From an optimization exercise on the open Yosys and OpenROAD flow, aimed at a short achievable clock period and few clock cycles; shortcuts taken in it are not production practice.
In this exercise RTL edits were held to simulation tests only and were not proved equivalent to the original.
Power and IR drop assume default switching activity.

[flow/flow/run.sh]
#!/bin/bash
set -uo pipefail
bash standard.sh SETUP_SLACK_MARGIN=7.5 "BUFFER_PORTS_ARGS=-buffer_cell sky130_fd_sc_hd__buf_6" finish > standard_flow.log 2>&1
[flow/constraint.sdc]
create_clock -name core_clock -period 12.0 [get_ports {clk}]
set_input_delay 2.4000 -clock core_clock [delete_from_list [all_inputs] [get_ports {clk}]]
set_output_delay 2.4000 -clock core_clock [all_outputs]
set_load 0.01 [all_outputs]
[flow/config.mk]
export PLATFORM = sky130hd
export DESIGN_NAME = egbc
export DESIGN_NICKNAME = egbc
export VERILOG_FILES = /design/flow/design.v
export SDC_FILE = /design/flow/constraint.sdc
export NUM_CORES = 4
export LEC_CHECK = 0
export ABC_CLOCK_PERIOD_IN_PS = 3000
export CAP_MARGIN = 30
export CORE_MARGIN = 2
export CORE_UTILIZATION = 40
export PLACE_DENSITY = 0.6
export SLEW_MARGIN = 20
export TNS_END_PERCENT = 10
[flow/design.v]
module egbc #(
    parameter integer WBUF_CAP = 4096         
) (
    input  wire        clk,
    input  wire        rst,                   
    input  wire        cmd_valid,
    output wire        cmd_ready,
    input  wire [31:0] cmd_word,
    input  wire [31:0] cmd_arg0,
    input  wire [31:0] cmd_arg1,
    output reg         rsp_valid,
    output reg  [7:0]  rsp_status,
    output reg  [31:0] rsp_result,
    output reg  [31:0] diag_count,
    output reg         wb_valid,
    output reg  [7:0]  wb_data,
    output wire        mem_rd,
    output wire [19:0] mem_addr,
    input  wire [7:0]  mem_rdata
);
    localparam integer QW = 128;              
    localparam integer AW = 192;              
    localparam integer CD = 8;                
    localparam integer RD = 16;               
    localparam [7:0] ST_OK          = 8'h00;
    localparam [7:0] ST_SKIP_NOP    = 8'h01;
    localparam [7:0] ST_UE_GUARD    = 8'h02;
    localparam [7:0] ST_ERR_ILLEGAL = 8'h10;
    localparam [7:0] ST_ERR_WIDTH   = 8'h11;
    localparam [7:0] ST_ERR_UERANGE = 8'h12;
    localparam [7:0] ST_ERR_NOMEM   = 8'h13;
    localparam [7:0] ST_ERR_OVERRUN = 8'h14;
    localparam [7:0] ST_ERR_RANGE   = 8'h15;
    localparam integer K_WINIT = 0;           
    localparam integer K_PUT   = 1;
    localparam integer K_UE    = 2;           
    localparam integer K_SE    = 3;           
    localparam integer K_AL    = 4;
    localparam integer K_TELL  = 5;
    localparam integer K_RI    = 6;
    localparam integer K_GET   = 7;
    localparam integer K_RUE   = 8;
    localparam integer K_RSE   = 9;
    localparam integer K_SK    = 10;
    localparam integer K_CNT   = 11;
    localparam integer K_LEFT  = 12;
    localparam integer NK      = 13;
    reg        rst_r;
    reg        rdy;
    reg [3:0]  ccnt;                          
    reg        i_v;
    reg [31:0] i_w, i_a0, i_a1;
    assign cmd_ready = rdy;
    wire acc = cmd_valid & rdy;
    always @(posedge clk) begin
        i_w  <= cmd_word;
        i_a0 <= cmd_arg0;
        i_a1 <= cmd_arg1;
    end
    wire [7:0] op   = i_w[31:24];
    wire       nz_n = |i_w[23:0];
    wire       nz_w = |i_w[23:6];
    wire [5:0] fw   = i_w[5:0];
    reg [NK-1:0] k1;
    reg          ill1;
    always @(*) begin
        k1 = {NK{1'b0}};
        ill1 = 1'b0;
        case (op)
            8'h01, 8'h08: k1[K_WINIT] = 1'b1;
            8'h02:        k1[K_PUT]   = 1'b1;
            8'h03:        k1[K_UE]    = 1'b1;
            8'h04:        k1[K_SE]    = 1'b1;
            8'h05:        k1[K_AL]    = 1'b1;
            8'h06:        k1[K_TELL]  = 1'b1;
            8'h10:        k1[K_RI]    = 1'b1;
            8'h11:        k1[K_GET]   = 1'b1;
            8'h12:        k1[K_RUE]   = 1'b1;
            8'h13:        k1[K_RSE]   = 1'b1;
            8'h14:        k1[K_SK]    = 1'b1;
            8'h15:        k1[K_CNT]   = 1'b1;
            8'h16:        k1[K_LEFT]  = 1'b1;
            default:      ill1 = 1'b1;
        endcase
        if ((k1[K_PUT] | k1[K_GET]) ? nz_w : nz_n) ill1 = 1'b1;
        if (ill1) k1 = {NK{1'b0}};
    end
    wire [31:0] a0p1, a0neg;
    egbc_add #(32) u_a0p1  (.a(i_a0),  .b(32'd0), .ci(1'b1), .s(a0p1),  .co());
    egbc_add #(32) u_a0neg (.a(~i_a0), .b(32'd0), .ci(1'b1), .s(a0neg), .co());
    wire        se_pos = !i_a0[31] && (i_a0 != 32'd0);
    wire        op_se = (op == 8'h04);
    wire        op_code = (op == 8'h03) | op_se;
    wire [31:0] vp1   = op_se ? (se_pos ? {i_a0[30:0], 1'b0} : {a0neg[30:0], 1'b1})
                                 : a0p1;
    wire        ue_bad = op_se ? (i_a0 == 32'h8000_0000) : (i_a0 == 32'hFFFF_FFFF);
    wire [31:0] pmask  = fw[5] ? 32'hFFFF_FFFF : ~(32'hFFFF_FFFF << fw[4:0]);
    wire        w_big  = (fw > 6'd32);
    reg              p1_v;
    reg [NK-1:0]     p1_k;
    reg              p1_ill, p1_wbig, p1_uebad;
    reg [5:0]        p1_fw;
    reg [31:0]       p1_val;                  
    reg [31:0]       p1_a0, p1_a1;
    reg [29:0]       p1_c8;                   
    reg [6:0]        p1_psh;                  
    always @(posedge clk) begin
        p1_k     <= k1;
        p1_ill   <= ill1;
        p1_wbig  <= w_big;
        p1_uebad <= ue_bad;
        p1_fw    <= fw;
        p1_psh   <= 7'd64 - {1'b0, fw};
        p1_val   <= op_code ? vp1 : (i_a0 & pmask);
        p1_a0    <= i_a0;
        p1_a1    <= i_a1;
        p1_c8    <= ({1'b0, i_a1[31:3]} + {29'd0, |i_a1[2:0]});
    end
    reg [4:0] lg;                             
    integer li;
    always @(*) begin
        lg = 5'd0;
        for (li = 0; li < 32; li = li + 1)
            if (p1_val[li]) lg = li[4:0];
    end
    wire        p1_code = p1_k[K_UE] | p1_k[K_SE];
    wire [5:0]  n2 = p1_code ? {lg, 1'b1} : (p1_k[K_PUT] ? p1_fw : 6'd0);
    wire [33:0] ri_end;
    egbc_add #(34) u_riend (.a({2'b0, p1_a0}), .b({4'b0, p1_c8}), .ci(1'b0), .s(ri_end), .co());
    wire        ri_bad = (ri_end > 34'h10_0000);
    reg        perr2;
    reg [7:0]  pst2;
    always @(*) begin
        perr2 = 1'b1;
        pst2  = ST_OK;
        if (p1_ill)                                         pst2 = ST_ERR_ILLEGAL;
        else if ((p1_k[K_PUT] | p1_k[K_GET]) && p1_wbig)    pst2 = ST_ERR_WIDTH;
        else if (p1_code && p1_uebad)                       pst2 = ST_ERR_UERANGE;
        else if (p1_k[K_RI] && ri_bad)                      pst2 = ST_ERR_RANGE;
        else                                                perr2 = 1'b0;
    end
    wire [6:0]  sh2   = p1_code ? (7'd63 - {1'b0, lg, 1'b0}) : p1_psh;
    wire        wcls2 = p1_k[K_PUT] | p1_k[K_UE] | p1_k[K_SE] | p1_k[K_AL];
    wire        sk64_2 = (p1_a0[31:7] == 25'd0) && (p1_a0[6:0] <= 7'd64);
    reg              p2_v;
    reg [NK-1:0]     p2_k;
    reg              p2_perr;
    reg [7:0]        p2_st;
    reg [5:0]        p2_n, p2_fw;
    reg [6:0]        p2_sh;
    reg [31:0]       p2_val;
    reg [63:0]       p2_dr;
    reg              p2_wsh, p2_skbig, p2_sk64, p2_n16;
    always @(posedge clk) begin
        p2_k     <= p1_k;
        p2_perr  <= perr2;
        p2_st    <= pst2;
        p2_n     <= n2;
        p2_fw    <= p1_fw;
        p2_sh    <= sh2;
        p2_val   <= p1_val;
        p2_dr    <= wcls2 ? 64'd0 : {p1_a0, 8'd0, p1_a1[23:0]};
        p2_wsh   <= wcls2 & !p1_k[K_AL];
        p2_skbig <= |p1_a0[31:24];
        p2_sk64  <= sk64_2;
        p2_n16   <= p1_k[K_GET] ? (p1_fw <= 6'd16) : ((p1_a0[31:5] == 27'd0) && (p1_a0[4:0] <= 5'd16));
    end
    wire [63:0] wv3 = {32'd0, p2_val} << p2_sh;
    wire        g3  = p2_k[K_GET] & !p2_perr;
    wire        wc3 = p2_k[K_PUT] | p2_k[K_UE] | p2_k[K_SE] | p2_k[K_AL];
    reg              p3_v;
    reg [NK-1:0]     p3_k;
    reg              p3_perr;
    reg [7:0]        p3_st;
    reg [5:0]        p3_n, p3_fw;
    reg [63:0]       p3_d;                    
    reg              p3_skbig, p3_sk64;
    reg              p3_n16;                  
    reg [6:0]        p3_co;                   
    reg [6:0]        p3_f;                    
    always @(posedge clk) begin
        p3_k     <= p2_k;
        p3_perr  <= p2_perr;
        p3_st    <= p2_st;
        p3_n     <= p2_n;
        p3_fw    <= p2_fw;
        p3_d     <= p2_wsh ? wv3 : p2_dr;
        p3_skbig <= p2_skbig;
        p3_sk64  <= p2_sk64;
        p3_n16   <= p2_n16;
        p3_co    <= p2_k[K_GET] ? {1'b0, p2_fw} : p2_dr[38:32];
        p3_f     <= {g3 | p2_k[K_RUE] | p2_k[K_RSE] | p2_k[K_SK],       
                     wc3 & !p2_perr,                                     
                     wc3,                                                
                     p2_k[K_SK] & p2_sk64 & p2_n16,                      
                     p2_k[K_SK] & p2_sk64,                               
                     g3 & p2_n16,                                        
                     g3};                                                
    end
    localparam integer EW = NK + 1 + 8 + 6 + 6 + 64 + 3 + 7 + 7;
    wire [EW-1:0] p3_e = {p3_k, p3_perr, p3_st, p3_n, p3_fw, p3_d, p3_skbig, p3_sk64, p3_n16, p3_f, p3_co};
    reg [EW-1:0] cq [0:CD-1];
    reg [2:0]    cq_wp, cq_rp;
    reg [3:0]    cq_n;
    reg           hv;
    reg [EW-1:0]  h;
    wire [NK-1:0] hk;
    wire          h_perr;
    wire [7:0]    h_st;
    wire [5:0]    h_n, h_fw;
    wire [63:0]   h_d;
    wire          h_skbig, h_sk64, h_n16;
    wire [6:0]    h_f;
    wire [6:0]    h_co;
    assign {hk, h_perr, h_st, h_n, h_fw, h_d, h_skbig, h_sk64, h_n16, h_f, h_co} = h;
    wire [31:0]   h_a0 = h_d[63:32];
    wire [23:0]   h_a1 = h_d[23:0];
    reg [AW-1:0]  wacc;                       
    reg [7:0]     wq;                         
    reg [12:0]    wcnt;                       
    reg [12:0]    room;                       
    reg [7:0]     cb;                         
    reg [7:0]     eb;                         
    wire [2:0]  pb    = wq[2:0];
    wire        w_app = hk[K_PUT] | hk[K_UE] | hk[K_SE];
    wire        w_cls = w_app | hk[K_AL];
    wire [6:0]  s7    = {4'd0, pb} + {1'b0, h_n};
    wire [3:0]  kb    = hk[K_AL] ? {3'd0, |pb} : s7[6:3];
    wire        room_big = |room[12:3];
    reg         room_big_r;                   
    wire        fits  = room_big | (kb <= room[3:0]);
    reg         w_block;                  
    wire        w_stall = h_f[4] & w_block;
    wire [7:0]  wq_up   = wq + ((hv & w_cls) ? (hk[K_AL] ? 8'd7 : {2'd0, h_n}) : 8'd0)
                             - (emit ? 8'd8 : 8'd0);
    wire        emit  = |wq[7:3];
    reg [QW-1:0]  rq;
    reg [QW-1:0]  rv;
    reg [23:0]    rleft_r;                    
    reg [23:0]    cpos_r;                     
    reg [6:0]     cl;
    reg [23:0]    rbits;
    reg           rfar;                       
    reg [2:0]     drop;                       
    reg           frd;                        
    reg [19:0]    fadr;                       
    reg [19:0]    fnext;                      
    reg           fd;                         
    reg           r1_v;                       
    reg [7:0]     rbyte;                      
    reg [7:0]     rmask;                      
    assign mem_rd   = frd;
    assign mem_addr = fadr;
    wire [31:0] top32  = rq[QW-1:QW-32];
    wire        zero32 = (top32 == 32'd0);
    reg  [4:0]  zc;
    integer zi;
    always @(*) begin
        zc = 5'd0;
        for (zi = 0; zi < 32; zi = zi + 1)
            if (top32[zi]) zc = 5'd31 - zi[4:0];
    end
    wire [6:0]  c_ue   = zero32 ? 7'd32 : {1'b0, zc, 1'b1};
    wire [31:0] por;
    genvar gk;
    generate
        for (gk = 0; gk < 32; gk = gk + 1) begin : g_por
            assign por[gk] = |top32[31:31-gk];
        end
    endgenerate
    reg u_known;
    integer uk;
    always @(*) begin
        u_known = rv[QW-65] | (zero32 & rv[QW-32]);
        for (uk = 1; uk <= 32; uk = uk + 1)
            u_known = u_known | (por[uk-1] & rv[QW-(2*uk-1)]);
    end
    reg  [63:0] rvv;                          
    integer vi;
    always @(*)
        for (vi = 0; vi < 64; vi = vi + 1) rvv[vi] = rv[QW-1-vi];
    wire        fw_ok  = (h_fw == 6'd0) | rv[QW - {1'b0, h_fw}];
    wire [6:0]  skn    = h_a0[6:0];
    wire        skn_ok = (skn == 7'd0) | rv[QW - {1'b0, skn}];
    wire        g_cls  = hk[K_GET] & !h_perr;
    wire        u_cls  = hk[K_RUE] | hk[K_RSE];
    wire        s_cls  = hk[K_SK];
    wire        rd_cls = g_cls | u_cls | s_cls;
    reg         pr;                           
    reg [7:0]   pr_st;
    reg [6:0]   pr_c;
    reg         pr_fl;
    reg         pr_fits;
    wire        s_fast  = h_sk64 & skn_ok;
    wire        fast_ok = rfar & ((h_f[0] & rv[QW-32]) | (h_f[1] & rv[QW-16]) |
                                  (u_cls & rv[QW-65]) | (u_cls & rv[QW-33] & por[15]) |
                                  (h_f[2] & rv[QW-64]) | (h_f[3] & rv[QW-16]));
    wire        slow    = hv & ((h_f[6] & !fast_ok) | (h_f[5] & !room_big_r));
    wire [23:0] rlt     = rleft_r;              
    wire        rlt_big = |rlt[23:7];
    wire [6:0]  rlt7    = rlt[6:0];
    wire        all_in  = !rlt_big & ((rlt7 == 7'd0) | rv[QW - {1'b0, rlt7}]);
    wire        pg_ovr  = !rlt_big & ({1'b0, h_fw} > rlt7);
    reg  [6:0]  c_ue_r;
    reg         zero32_r, uk_r, uk_ok;
    wire        pu_ovr  = !rlt_big & (zero32_r ? (rlt7 < 7'd32) : (c_ue_r > rlt7));
    wire        ps_ok   = !h_skbig & rl_sk_c;
    reg         p_known;
    reg [7:0]   p_st;
    reg [6:0]   p_c;
    reg         p_fl;
    always @(*) begin
        p_known = 1'b1;
        p_st    = ST_OK;
        p_c     = 7'd0;
        p_fl    = 1'b0;
        if (w_cls) begin
            p_st    = fits ? ST_OK : ST_ERR_NOMEM;
        end else if (g_cls) begin
            p_known = pg_ovr | fw_ok;
            p_st    = pg_ovr ? ST_ERR_OVERRUN : ST_OK;
            p_c     = pg_ovr ? 7'd0 : {1'b0, h_fw};
        end else if (u_cls) begin
            if (rfar) begin
                p_known = u_known;
                p_st    = zero32 ? ST_UE_GUARD : ST_OK;
                p_c     = c_ue;
            end else begin
                p_known = uk_r & uk_ok;
                p_st    = pu_ovr ? ST_ERR_OVERRUN : (zero32_r ? ST_UE_GUARD : ST_OK);
                p_c     = pu_ovr ? 7'd0 : c_ue_r;
            end
        end else begin
            p_st    = ps_ok ? ST_OK : ST_SKIP_NOP;
            p_c     = (ps_ok & s_fast) ? skn : 7'd0;
            p_fl    = ps_ok & !s_fast;
        end
    end
    reg [4:0]   rcred;                        
    wire        rf_full = rcred[4];
    wire        stall   = rf_full | w_stall | (slow & !pr);
    wire        go      = hv & !stall;
    wire        do_w    = go & w_cls & !h_perr & (!pr | pr_fits);
    wire        do_init = go & hk[K_WINIT];
    wire        do_ri   = go & hk[K_RI] & !h_perr;
    wire        do_uef  = go & u_cls & !pr;
    wire        do_o    = go & ((!pr & (g_cls | s_cls)) | (pr & !pr_fl & rd_cls));
    wire        do_skf  = go & pr & pr_fl;
    wire        flush   = do_ri | do_skf;
    reg [7:0]   st;
    always @(*) begin
        if (h_perr)                     st = h_st;
        else if (pr)                    st = pr_st;
        else if (u_cls)                 st = zero32 ? ST_UE_GUARD : ST_OK;
        else                            st = ST_OK;
    end
    wire [7:0]    ins_b   = rbyte;
    wire [7:0]    ins_m   = rmask;
    wire [QW-1:0] bnd;                        
    generate
        for (gk = 0; gk < QW; gk = gk + 1) begin : g_bnd
            if (gk == QW - 1) assign bnd[gk] = !rv[gk];
            else              assign bnd[gk] = !rv[gk] & rv[gk + 1];
        end
    endgenerate
    reg [QW-1:0] ins, insv;
    integer ii, ij;
    always @(*) begin
        for (ii = 0; ii < QW; ii = ii + 1) begin
            ins[ii]  = 1'b0;
            insv[ii] = 1'b0;
            for (ij = 0; ij < 8; ij = ij + 1)
                if (ii + ij < QW) begin
                    ins[ii]  = ins[ii]  | (bnd[ii + ij] & ins_b[7 - ij]);
                    insv[ii] = insv[ii] | (bnd[ii + ij] & ins_m[7 - ij]);
                end
        end
    end
    wire [QW-1:0] rqi = r1_v ? (rq | ins)  : rq;
    wire [QW-1:0] rvi = r1_v ? (rv | insv) : rv;
    function [QW-1:0] cshift(input [QW-1:0] d, input [6:0] a);
        reg [QW-1:0] t;
        begin
            t = d;
            if (a[0]) t = t << 1;
            if (a[6]) t = t << 64;
            if (a[5]) t = t << 32;
            if (a[4]) t = t << 16;
            if (a[3]) t = t << 8;
            if (a[2]) t = t << 4;
            if (a[1]) t = t << 2;
            cshift = t;
        end
    endfunction
    wire [6:0]    c_o   = pr ? pr_c : h_co;
    wire          ue_sel = u_cls & !pr;
    wire [6:0]    amt   = ue_sel ? {1'b0, zc[4] | zero32, zc[3:0], !zero32} : c_o;
    wire [QW-1:0] rq_s  = cshift(rqi, amt);
    wire [QW-1:0] rv_s  = cshift(rvi, amt);
    wire [1:0]    infl    = {1'b0, r1_v} + {1'b0, fd} + {1'b0, frd};
    wire          f_issue = !rv[7 + 8 * infl];
    wire [23:0]   sk_pos, rl_sk, rl_fold, cp_fold;
    wire          rl_sk_c;
    egbc_add #(24) u_skpos (.a(cpos_r),  .b(h_a0[23:0]),     .ci(1'b0), .s(sk_pos),  .co());
    egbc_add #(24) u_rlsk  (.a(rleft_r), .b(~h_a0[23:0]),    .ci(1'b1), .s(rl_sk),   .co(rl_sk_c));
    egbc_add #(24) u_rlfld (.a(rleft_r), .b(~{17'd0, cl}),   .ci(1'b1), .s(rl_fold), .co());
    egbc_add #(24) u_cpfld (.a(cpos_r),  .b({17'd0, cl}),    .ci(1'b0), .s(cp_fold), .co());
    wire [19:0]   fn_inc, fn_ri, fn_sk;
    egbc_add #(20) u_fninc (.a(fnext),            .b(20'd0), .ci(1'b1), .s(fn_inc), .co());
    egbc_add #(20) u_fnri  (.a(h_a0[19:0]),       .b(20'd0), .ci(1'b1), .s(fn_ri),  .co());
    egbc_add #(20) u_fnsk  (.a(sk_pos_r[22:3]),   .b(20'd0), .ci(1'b1), .s(fn_sk),  .co());
    reg  [23:0]   sk_pos_r;                   
    wire [7:0]    wq8     = {wq[7:3], 3'd0};
    wire [AW-1:0] keep    = ~({AW{1'b1}} >> wq8);
    wire [AW-1:0] wins    = do_w ? ({h_d, {(AW-64){1'b0}}} >> wq) : {AW{1'b0}};
    wire [AW-1:0] wacc1   = (do_init ? (wacc & keep) : wacc) | wins;
    wire [4:0]    wqh_e   = wq[7:3] - {4'd0, emit};
    wire [7:0]    wq_e    = {wqh_e, pb};
    wire [7:0]    wq_p    = wq + {2'd0, h_n} - (emit ? 8'd8 : 8'd0);
    wire [7:0]    wq_a    = {wqh_e + {4'd0, |pb}, 3'd0};
    wire [7:0]    wq_w    = hk[K_AL] ? wq_a : wq_p;
    reg        x_v;
    reg [7:0]  x_st;
    reg [2:0]  x_kind;                        
    reg [31:0] x_raw;
    reg [64:0] x_win;
    reg [6:0]  x_a;                           
    reg [7:0]  x_tgt;
    reg [23:0] x_rl, x_rb;
    reg [6:0]  x_cl;
    reg [2:0]  kind_e;
    reg [31:0] raw_e;
    wire       e_ok = (st == ST_OK);
    always @(*) begin
        kind_e = 3'd0;
        raw_e  = 32'd0;
        if (!h_perr) begin
            if (hk[K_TELL]) raw_e = {16'd0, wcnt, pb};
            if (hk[K_CNT])  kind_e = 3'd4;
            if (hk[K_LEFT]) kind_e = 3'd5;
            if (g_cls & e_ok) kind_e = 3'd1;
            if (u_cls & e_ok) kind_e = hk[K_RSE] ? 3'd3 : 3'd2;
        end
    end
    reg        y_v;
    reg [7:0]  y_st;
    reg [2:0]  y_kind;
    reg [31:0] y_res;
    reg [7:0]  y_tgt;
    wire [64:0] x_val = x_win >> x_a;
    wire [23:0] x_left = x_rl;
    wire [23:0] x_cnt;
    egbc_add #(24) u_xcnt (.a(x_rb), .b(~x_left), .ci(1'b1), .s(x_cnt), .co());
    wire [31:0] y_half = {1'b0, y_res[31:1]};
    wire [31:0] y_dec, y_neg;
    egbc_add #(32) u_ydec (.a(y_res), .b(32'hFFFF_FFFF), .ci(1'b0), .s(y_dec), .co());
    egbc_add #(32) u_yneg (.a(~y_half), .b(32'd0), .ci(1'b1), .s(y_neg), .co());
    wire [31:0] y_fin  = (y_kind == 3'd2) ? y_dec :
                         (y_kind == 3'd3) ? (y_res[0] ? y_neg : y_half) :
                         y_res;
    localparam integer FW = 4 + 32 + 8;        
    reg [31:0]   diag_p1;                     
    wire [31:0]  diag_p2;
    egbc_add #(32) u_diag (.a(diag_p1), .b(32'd0), .ci(1'b1), .s(diag_p2), .co());
    reg [FW-1:0] rf [0:RD-1];
    reg [4:0]    rf_wp, rf_rp;
    reg          pop_d;
    wire [FW-1:0] rfh   = rf[rf_rp[3:0]];
    wire [7:0]   eb_n   = eb + {7'd0, emit};
    wire [7:0]   f_st   = {3'd0, rfh[43], 1'b0, rfh[42:40]};
    wire [31:0]  f_res  = rfh[39:8];
    wire [7:0]   f_tgt  = rfh[7:0];
    wire [7:0]   f_gap  = eb_n - f_tgt;
    wire         pop    = (rf_wp != rf_rp) && !f_gap[7];
    wire         cq_e   = (cq_n == 4'd0);
    wire         hload  = (!hv | go) & (!cq_e | p3_v);
    always @(posedge clk) begin
        if (rst_r) begin
            ccnt  <= 4'd0;
            i_v   <= 1'b0;
            p1_v  <= 1'b0;
            p2_v  <= 1'b0;
            p3_v  <= 1'b0;
            cq_wp <= 3'd0;
            cq_rp <= 3'd0;
            cq_n  <= 4'd0;
            hv    <= 1'b0;
            wacc  <= {AW{1'b0}};
            wq    <= 8'd0;
            w_block <= 1'b0;
            wcnt  <= 13'd0;
            room  <= WBUF_CAP;
            room_big_r <= 1'b1;
            cb    <= 8'd0;
            eb    <= 8'd0;
            rq    <= {QW{1'b0}};
            rv    <= {QW{1'b0}};
            rleft_r <= 24'd0;
            cpos_r  <= 24'd0;
            cl    <= 7'd0;
            rbits <= 24'd0;
            rfar  <= 1'b0;
            pr    <= 1'b0;
            drop  <= 3'd0;
            frd   <= 1'b0;
            fadr  <= 20'd0;
            fnext <= 20'd0;
            fd    <= 1'b0;
            r1_v  <= 1'b0;
            rcred <= 5'd0;
            x_v   <= 1'b0;
            y_v   <= 1'b0;
            rf_wp <= 5'd0;
            rf_rp <= 5'd0;
            pop_d <= 1'b0;
            diag_count <= 32'd0;
            diag_p1    <= 32'd1;
        end else begin
            i_v  <= acc;
            p1_v <= i_v;
            p2_v <= p1_v;
            p3_v <= p2_v;
            ccnt <= ccnt + {3'd0, acc} - {3'd0, go};
            if (p3_v) begin
                cq[cq_wp] <= p3_e;
                cq_wp <= cq_wp + 3'd1;
            end
            if (hload) begin
                h     <= cq_e ? p3_e : cq[cq_rp];
                cq_rp <= cq_rp + 3'd1;
            end
            cq_n <= cq_n + {3'd0, p3_v} - {3'd0, hload};
            if (!hv | go) hv <= !cq_e | p3_v;
            wacc <= emit ? (wacc1 << 8) : wacc1;
            wq   <= do_init ? (wq8 - (emit ? 8'd8 : 8'd0)) : do_w ? wq_w : wq_e;
            if (do_init) begin
                wcnt <= 13'd0;
                room <= WBUF_CAP;
            end else if (do_w) begin
                wcnt <= wcnt + {9'd0, kb};
                room <= room - {9'd0, kb};
            end
            if (do_w) cb <= cb + {4'd0, kb};
            room_big_r <= |room[12:4];
            eb <= eb_n;
            w_block <= (wq_up > 8'd128);
            wb_data <= wacc[AW-1:AW-8];
            if (go)
                pr <= 1'b0;
            else if (slow & !pr & p_known & ((cl == 7'd0) | (rfar & !s_cls)))
                pr <= 1'b1;
            c_ue_r   <= c_ue;
            zero32_r <= zero32;
            uk_r     <= u_known | all_in;
            uk_ok    <= !(flush | do_uef | do_o);
            if (!pr) begin
                pr_st    <= p_st;
                pr_c     <= p_c;
                pr_fl    <= p_fl;
                pr_fits  <= fits;
                sk_pos_r <= sk_pos;
            end
            if (flush) begin
                rq <= {QW{1'b0}};
                rv <= {QW{1'b0}};
            end else if (do_uef | do_o) begin
                rq <= rq_s;
                rv <= rv_s;
            end else begin
                rq <= rqi;
                rv <= rvi;
            end
            if (do_ri) begin
                rleft_r <= h_a1;
                rbits   <= h_a1;
                cpos_r  <= {h_a0[20:0], 3'd0};
                cl      <= 7'd0;
                rfar    <= |h_a1[23:9];
            end else if (do_skf) begin
                rleft_r <= rl_sk;
                cpos_r  <= sk_pos_r;
                cl      <= 7'd0;
                rfar    <= 1'b0;
            end else begin
                rleft_r <= rl_fold;
                cpos_r  <= cp_fold;
                cl      <= do_uef ? c_ue : (do_o ? c_o : 7'd0);
                rfar    <= |rleft_r[23:9];
            end
            rbyte <= mem_rdata << (r1_v ? 3'd0 : drop);
            rmask <= 8'hFF << (r1_v ? 3'd0 : drop);
            r1_v  <= fd & !flush;
            fd    <= frd & !flush;
            if (flush) begin
                frd   <= 1'b1;
                fadr  <= do_ri ? h_a0[19:0] : sk_pos_r[22:3];
                fnext <= do_ri ? fn_ri : fn_sk;
                drop  <= do_ri ? 3'd0 : sk_pos_r[2:0];
            end else begin
                frd <= f_issue;
                if (f_issue) begin
                    fadr  <= fnext;
                    fnext <= fn_inc;
                end
                if (r1_v) drop <= 3'd0;
            end
            x_v    <= go;
            x_st   <= st;
            x_kind <= kind_e;
            x_raw  <= raw_e;
            x_win  <= rq[QW-1:QW-65];
            x_a    <= hk[K_GET] ? (7'd65 - {1'b0, h_fw}) : (7'd64 - {1'b0, zc, 1'b0});
            x_tgt  <= do_w ? cb + {4'd0, kb} : cb;
            x_rl   <= rl_fold;
            x_cl   <= cl;
            x_rb   <= rbits;
            y_v    <= x_v;
            y_st   <= x_st;
            y_kind <= x_kind;
            y_res  <= (x_kind == 3'd1 || x_kind == 3'd2 || x_kind == 3'd3) ? x_val[31:0] :
                      (x_kind == 3'd4) ? {8'd0, x_cnt} :
                      (x_kind == 3'd5) ? {8'd0, x_left} : x_raw;
            y_tgt  <= x_tgt;
            if (y_v) begin
                rf[rf_wp[3:0]] <= {y_st[4], y_st[2:0], y_fin, y_tgt};
                rf_wp <= rf_wp + 5'd1;
            end
            if (pop) rf_rp <= rf_rp + 5'd1;
            pop_d <= pop;
            rcred <= rcred + {4'd0, go} - {4'd0, pop_d};
            rsp_status <= f_st;
            rsp_result <= f_res;
            if (pop & f_st[4]) begin
                diag_count <= diag_p1;
                diag_p1    <= diag_p2;
            end
        end
    end
    always @(posedge clk) begin
        rst_r     <= rst;
        rsp_valid <= !rst & !rst_r & pop;
        wb_valid  <= !rst & !rst_r & emit;
        if (rst)
            rdy <= 1'b0;
        else if (rst_r)
            rdy <= 1'b1;
        else
            rdy <= (ccnt + {3'd0, acc} - {3'd0, go}) < CD;
    end
endmodule
module egbc_add #(
    parameter integer W = 24
) (
    input  wire [W-1:0] a,
    input  wire [W-1:0] b,
    input  wire         ci,
    output wire [W-1:0] s,
    output wire         co
);
    localparam integer L = (W <= 1) ? 1 : $clog2(W);
    wire [W-1:0] g [0:L];
    wire [W-1:0] p [0:L];
    wire [W-1:0] p0 = a ^ b;
    assign g[0] = (a & b) | {{(W-1){1'b0}}, p0[0] & ci};
    assign p[0] = p0;
    genvar l, i;
    generate
        for (l = 0; l < L; l = l + 1) begin : g_lvl
            for (i = 0; i < W; i = i + 1) begin : g_bit
                if (i >= (1 << l)) begin : g_op
                    assign g[l+1][i] = g[l][i] | (p[l][i] & g[l][i - (1 << l)]);
                    assign p[l+1][i] = p[l][i] & p[l][i - (1 << l)];
                end else begin : g_pass
                    assign g[l+1][i] = g[l][i];
                    assign p[l+1][i] = p[l][i];
                end
            end
        end
    endgenerate
    assign s  = p0 ^ {g[L][W-2:0], ci};
    assign co = g[L][W-1];
endmodule
[flow/standard.sh]
#!/bin/bash
# synth_recipe.tcl (not shown) runs the flow's synth.tcl, then flattens the netlist and writes it again
# the make line also repeats each setting of config.mk as NAME=value (left out here)
make -C /OpenROAD-flow-scripts/flow DESIGN_CONFIG=/design/flow/config.mk WORK_HOME=/design/flow/orfs CLKGATE_MAP_FILE= SYNTH_SCRIPT=/design/flow/synth_recipe.tcl "${@:-finish}"
==> results.txt, run 1 <==
#FFs+latches synth = 3218
hpwl dp = 458000 um
period utilisation layout = 40.7%
Worst-path clk slew = 0.06 ns
Leakage = 68.5 nW
final worst path period need = 4.88 ns
CP cell instances = nor4_4 > nand4_4 > o31a_2 > buf_6 > o21ai_1 > mux2i_1 > o2bb2ai_1 > a2bb2oi_1 > mux2i_1 > o22ai_1 > a211oi_1
Yosys top cell by area = edfxtp_1
Primary FF master, synth = edfxtp_1
Post-synth EDFFs = 1987
Worst Hold Class = reg2reg
max-slew violations = 0
I/O pins = 211
Final ANT Viol Nets = 0
Port-buffer cells = 206
Worst setup EP type = flop
Die X = 664 um
Detailed Routing Iterations Pass 1 = 12
vias in the first global route = 132000
CP Class = reg2reg
clk buf depth = 4
Layout Nets = 16000
Core ar. = 434000 um2
grt total ovfl = 0
DIE HEIGHT = 664 um
Worst slew margin = 24.1%
H-tree depth = 5
all-layer global routing usage = 29.2%
Crit path buffers/inverters = 1
worst path arrival time = 5.71 ns
CP delay by family, top = compound AO/OA/AOI/OAI gates
outcome = timing/DRC/antenna clean
Final setup viols = 0
initial antenna violation count = 36
routed vias = 142000
first-pass GRT wire length = 963000 um
RSZ-0062 raised after global routing = yes
Max Cap Viol = 0
register area share after synthesis = 48.3%
maximum vdd ir drop = 0.387 mV
synthesized cell area = 174000 um2
DRT iter0 DRCs = 21900
FFs w/ async S/R, synth = 0%
# rows = 242
CP Max Fanout = 55
Sink Count = 3218
clock root buffer = clkbuf_16
Worst setup SP type = flop
share of cells above drive strength 1 = 15.0%
Initial Util = 40.2%
Worst EP required = 12.83 ns
Power Density = 311 nW/um2
Via density = 6.55
largest cells by area after synthesis = edfxtp_1 34%, dfxtp_1 14%, mux4_2 8.6%
Crit path largest cell delay = 0.96 ns
most used cell, CP = mux2i_1
final hold vios = 0
Placer Congestion = 1.03
r2r setup slk = 7.12 ns
WL final = 683000 um
DR DRC count = 0
largest net degree at the start of global routing = 165
final worst slack = 7.12 ns
library cells used by synthesis = 115
YS warnings = 5
DP Worst Slack = 6.04 ns
Max Freq = 205 MHz
WHS = 0.291 ns
CTS tree = yes
Slew @ Worst Pin = 1.14 ns
Routed wire per std cell = 31.4 um
post-synth top area share = 34.2%
Final Skew = 0.100 ns
slowest CP cell = o21ai_1
Num CTS Buffers = 345
Gate Count Post-Synth = 16100
Die ar. = 441000 um2
area grow syn2layout = 12.4%
Setup TNS Final = 0 ns
clock latency at the later pin of the worst-skew pair = 0.99 ns
Avg Inst Size Synth = 10.8 um2
worst reg2reg max path, stage by stage (launching register included):
cell and delay (ns):
dfxtp_1 0.46, nor4_4 0.46, nand4_4 0.27, o31a_2 0.45
buf_6 0.22, o21ai_1 1.09, mux2i_1 0.24, o2bb2ai_1 0.24
a2bb2oi_1 0.78, mux2i_1 0.21, o22ai_1 0.26, a211oi_1 0.08
cells by family after synthesis:
| group | synth area share [%] |
|---|---|
| compound gates | 17.7 |
| other cells | 0.00215 |
| simple gates | 12.8 |
| fa+ha+maj | 1.77 |
| mux | 13.7 |
| xor+xnor | 1.76 |
| buf+inv | 3.91 |
| flops | 48.3 |
final timing paths:
path	startpoint	endpoint	cells after the start
max reg2reg	rq[123]$_SDFF_PP0_	rq[41]$_SDFF_PP0_	11
min	p2_n[5]$_DFF_P_	p3_n[5]$_DFF_P_	0
max	rq[123]$_SDFF_PP0_	rq[41]$_SDFF_PP0_	11
min reg2reg	p2_n[5]$_DFF_P_	p3_n[5]$_DFF_P_	0
final cells by class:
class / count / area (um2)
fillers: 40200 / 238000
multi-input cells: 11200 / 84600
diodes: 15 / 37.5
well taps: 5734 / 7170
inverters: 269 / 1020
repair buffers: 692 / 7180
clock buffers: 451 / 9420
flip-flops and latches: 3218 / 84400
clock inverters: 185 / 2150
cell usage after synthesis, types with 149 or more instances:
master and n:
a211oi_1 296, o22ai_1 338, o211ai_1 196, a221oi_1 176, nor3_1 266, xor2_1 149
mux2i_1 770, dfxtp_1 1231, ha_1 221, edfxtp_1 1987, clkbuf_1 1071, mux4_2 664
nand3_1 306, nand3b_1 304, a21oi_1 658, and2_1 164, nor2_1 1259, a21o_1 171
nand2_1 1331, xnor2_1 201, o21ai_0 746, a22oi_1 673, inv_1 260, buf_1 219
nor2b_1 243
routing by layer:
metal  wire length, um  up-vias  track usage [%]  part of all wire [%]
li1                  -    61300                -                     -
met1            279000    70600             41.0                    41
met2            287000     8731             42.5                    42
met3             76600     1684             7.06                    11
met4             39400       20             13.8                   5.8
met5               160        -           0.0868                 0.023
stage by stage:
step                      cells  total power [mW]  utilization [%]  area [um2]
after floorplan           16100              34.6                -      174000
after global placement    20900              46.8             41.8      182000
after detailed placement  21000              46.8             41.9      182000
after CTS                 21600              58.4             44.8      194000
after global routing      21700              62.6             45.1      196000
final                     21700              61.0             45.1      196000
layout by cell type, fill, tap and decap left out, types with 199 or more instances in the layout:
master / count
inv_1: 255
nor2_1: 1227
xnor2_1: 199
a21oi_1: 647
a211oi_1: 289
buf_6: 249
o22ai_1: 329
nor3_1: 256
mux2i_1: 735
ha_1: 220
nor2b_1: 238
mux4_2: 664
o21ai_0: 718
dfxtp_1: 1212
clkbuf_16: 358
a22oi_1: 669
buf_4: 343
nand3b_1: 304
nand3_1: 300
edfxtp_1: 1987
nand2_1: 1307
report_power, final:
part	total [mW]	leakage [nW]	internal (mW)	switching [mW]
logic	35.1	34.2	11.0	24.1
clock network	11.0	5.62	6.33	4.62
registers	15.0	28.6	13.4	1.62
total	61.0	68.5	30.7	30.3
what timing repair did:
| action | in CTS | in global routing |
|---|---|---|
| gates resized for setup | 129 | 157 |
| endpoints found under the setup margin | 353 | 443 |
| hold buffers | 0 | 0 |
| pin swaps | 16 | 10 |
| gates cloned | 8 | 11 |
| buffers inserted | 16 | 29 |
sequential cells by signal, indices dropped and copies added (netlist names), 56 cells and up, named ones only:
name	count
cq	872
rf	704
wacc	192
rq	128
rv	128
h	109
x_win	65
p3_d	64
p2_dr	56
Testbench counts, summed over its fixed seeds: cycles 5,249.
==> inputs of run 2 (changes only) <==
--- a/flow/config.mk
+++ b/flow/config.mk
@@ -6,9 +6,9 @@
 export NUM_CORES = 4
 export LEC_CHECK = 0
 export ABC_CLOCK_PERIOD_IN_PS = 3000
-export CAP_MARGIN = 30
+export CAP_MARGIN = 40
 export CORE_MARGIN = 2
 export CORE_UTILIZATION = 40
 export PLACE_DENSITY = 0.6
-export SLEW_MARGIN = 20
+export SLEW_MARGIN = 40
 export TNS_END_PERCENT = 10
==> results.txt, run 2 <==
Worst-path clk slew = 0.06 ns
hold buffer count at CTS = 0
Hold Path Depth = 0
Port-buffer cells = 206
Worst setup EP type = flop
Worst Hold Class = reg2reg
clk buf depth = 4
outcome = timing/DRC/antenna clean
period utilisation layout = 39.6%
post-synth top area share = 34.2%
Crit path largest cell delay = 0.63 ns
CP Class = reg2reg
post-synthesis simple-gate area fraction = 12.8%
Pwr Total = 60.5 mW
Core ar. = 434000 um2
maximum vdd ir drop = 0.466 mV
Post-synth top cells = 1987 x edfxtp_1, 1331 x nand2_1, 1259 x nor2_1, 1231 x dfxtp_1, 1071 x clkbuf_1
Post-synth EDFFs = 1987
Avg Inst Size Synth = 10.8 um2
CTS tree = yes
FF-to-FF path depth = 11
vias in the first global route = 132000
I/O pins = 211
Yosys top cell by area = edfxtp_1
synthesized cell area = 174000 um2
Max Cap Viol = 0
Worst slew margin = 28.2%
met3 Usage GRT = 6.97%
Final ANT Viol Nets = 0
Num CTS Buffers = 344
part of the power in the clock network = 17.8%
main combinational cell family by area after synthesis = compound AO/OA/AOI/OAI gates
initial antenna violation count = 33
CP cell instances = or4_4 > o21ai_0 > a21oi_1 > o21ai_4 > a21o_4 > buf_6 > nand2_2 > o221ai_1 > nand2_1 > and3_1 > a211oi_1
most common cell after layout, fill and taps aside = edfxtp_1
Die X = 664 um
library cells used by synthesis = 115
final worst path period need = 4.75 ns
grt total ovfl = 0
Synth Area in XOR/XNOR = 1.76%
Leakage = 68.2 nW
switching power share of the total = 49.7%
Die ar. = 441000 um2
Worst EP required = 12.79 ns
Via density = 6.57
min-delay src = p2_n[5]$_DFF_P_
Compound-Gate Fraction of Synth Area = 17.7%
RSZ-0062 raised after global routing = yes
Reg power frac = 24.8%
worst reg2reg path startpoint = rq[103]$_SDFF_PP0_
r2r setup slk = 7.25 ns
largest cells by area after synthesis = edfxtp_1 34%, dfxtp_1 14%, mux4_2 8.6%
mux cell area share after synthesis = 13.7%
most frequent cells in the layout = 1987 x edfxtp_1, 1303 x nand2_1, 1224 x nor2_1, 1209 x dfxtp_1, 727 x mux2i_1
largest net degree at the start of global routing = 165
Slew @ Worst Pin = 1.07 ns
share of cells above drive strength 1 = 15.4%
Max Freq = 210 MHz
#FFs+latches synth = 3218
Final setup viols = 0
Comb pwr share = 57.4%
grt peak-use layer = met2
FFs w/ async S/R, synth = 0%
Initial Util = 40.2%
register area share after synthesis = 48.3%
worst path arrival time = 5.54 ns
max reg flops = 872
clock root buffer = clkbuf_16
area grow syn2layout = 12.4%
most common cell in the netlist = edfxtp_1
reg2reg end = rq[113]$_SDFF_PP0_
final hold vios = 0
Worst setup SP type = flop
GR Util met1 = 41.3%
max-slew violations = 0
Critical Path End = rq[113]$_SDFF_PP0_
DIE HEIGHT = 664 um
Power Density = 309 nW/um2
CP Max Fanout = 46
routed vias = 142000
Setup TNS Final = 0 ns
Finished Core Util = 45.1%
Final Skew = 0.0973 ns
Sink Count = 3218
DR DRC count = 0
placed cell area = 182000 um2
Detailed Routing Iterations Pass 1 = 14
fin area = 196000 um2
clock latency at the later pin of the worst-skew pair = 1.00 ns
Placer Congestion = 1.03
first-pass GRT wire length = 965000 um
Primary FF master, synth = edfxtp_1
Layout Nets = 16000
Post-Synth Adder-Cell Area = 1.77%
all-layer global routing usage = 29.3%
YS warnings = 5
WL final = 678000 um
internal power = 30.4 mW
met2 global-route usage = 42.5%
hpwl dp = 458000 um
Gate Count Post-Synth = 16100
slowest CP cell = o221ai_1
DRT iter0 DRCs = 22100
Routed wire per std cell = 31.3 um
Biggest register = cq
# rows = 242
worst setup path start = rq[103]$_SDFF_PP0_
switching power = 30.1 mW
H-tree depth = 5
## run 2: cell counts after synthesis
No cell type changed its count.
## run 2: power groups by stage
stage / combinational [mW] / clock (mW) / sequential (mW)
after floorplan: 20.4 / 0 / 14.2
after global placement: 31.7 / 0 / 15.2
after detailed placement: 31.8 / 0 / 15.2
after CTS: 32.5 / 10.9 / 14.9
after global routing: 35.7 / 11.3 / 15.1
final: 34.8 / 10.7 / 15.0
## run 2: worst min path at each step
stage,to,slack (ns)
final,p3_n[5]$_DFF_P_,0.27
after global routing,p3_n[5]$_DFF_P_,0.26
after CTS,p3_n[5]$_DFF_P_,0.25
after detailed placement,p3_st[1]$_DFF_P_,0.31
after global placement,p2_k[10]$_DFF_P_,0.31
after floorplan,p2_k[0]$_DFF_P_,0.31
## run 2: area by class of cell
cell class	instances	area, um2
antenna	6	15.0
tap	5734	7170
timing repair buffer	648	6980
multi-input combinational	11200	85000
clock inverter	158	1780
clock buffer	478	9680
sequential	3218	84400
fill	40100	238000
inverter	269	1030
## run 2: kinds of logic (layout without fill, tap and decap cells)
logic type | after synthesis | count (layout)
and+or+nand+nor | 4577 | 4579
other | 1 | 10
xor gates and xnor gates | 350 | 350
muxes | 1543 | 1543
AOI/OAI and AO/OA | 4451 | 4453
buffers and inverters | 1727 | 1553
DFF | 3218 | 3218
adders and majority gates | 237 | 237
## run 2: what timing repair did
| item | CTS | global route |
|---|---|---|
| setup buffers | 10 | 42 |
| pin swaps | 12 | 16 |
| gates cloned | 10 | 4 |
| setup endpoints to repair | 361 | 476 |
| gates resized for setup | 133 | 141 |
## run 2: per-stage QoR
| step | setup slack [ns] | std cells | hold WS, ns |
|---|---|---|---|
| CTS | 7.27 | 21600 | 0.246 |
| detailed placement | 6.38 | 21000 | 0.312 |
| global placement | 5.98 | 20900 | 0.310 |
| finish | 7.25 | 21700 | 0.270 |
| global route | 7.34 | 21700 | 0.258 |
| floorplan | 5.79 | 16100 | 0.310 |
## run 2: routing by layer
layer / routed length (um) / vias to the layer above / share of wire [%]
met1: 280000 / 70700 / 41
li1: - / 61200 / -
met2: 284000 / 8932 / 42
met4: 38800 / 14 / 5.7
met5: 92 / - / 0.014
met3: 75300 / 1648 / 11
## run 2: worst max-delay path, delay by kind of cell, from the launching register on
| family | cells | cell delay, ns |
|---|---|---|
| AOI/OAI and AO/OA | 6 | 2.35 |
| and+or+nand+nor | 4 | 1.22 |
| buffers and inverters | 1 | 0.51 |
| DFF | 1 | 0.44 |

[re-timing with driven ports]
Ports are ideal in the flow. The routed layouts listed here were re-timed in OpenROAD. Step 1, drivers: a clkbuf_16 drives clk and a buf_2 each remaining input, both assumed. Step 2 moves the port delays by t, midway between the first and last clock arrival at a register: inputs arrive t later, outputs are due t later. That takes back most of the time a late clock gives input paths. a / b / c = no drivers / after step 1 / after step 2; a / b = the first two.
run	t, ns	slack for setup (ns)	worst hold slack (ns)	clock arrival spread, ns	worst data-port slew with drivers (ns)
run 1	1.057	7.122 / 7.122 / 7.122	0.291 / 0.291 / 0.291	0.111 / 0.112	0.12
run 2	1.075	7.247 / 7.247 / 7.247	0.270 / 0.270 / 0.270	0.102 / 0.101	0.10
After both steps setup and hold are still met in every run listed.
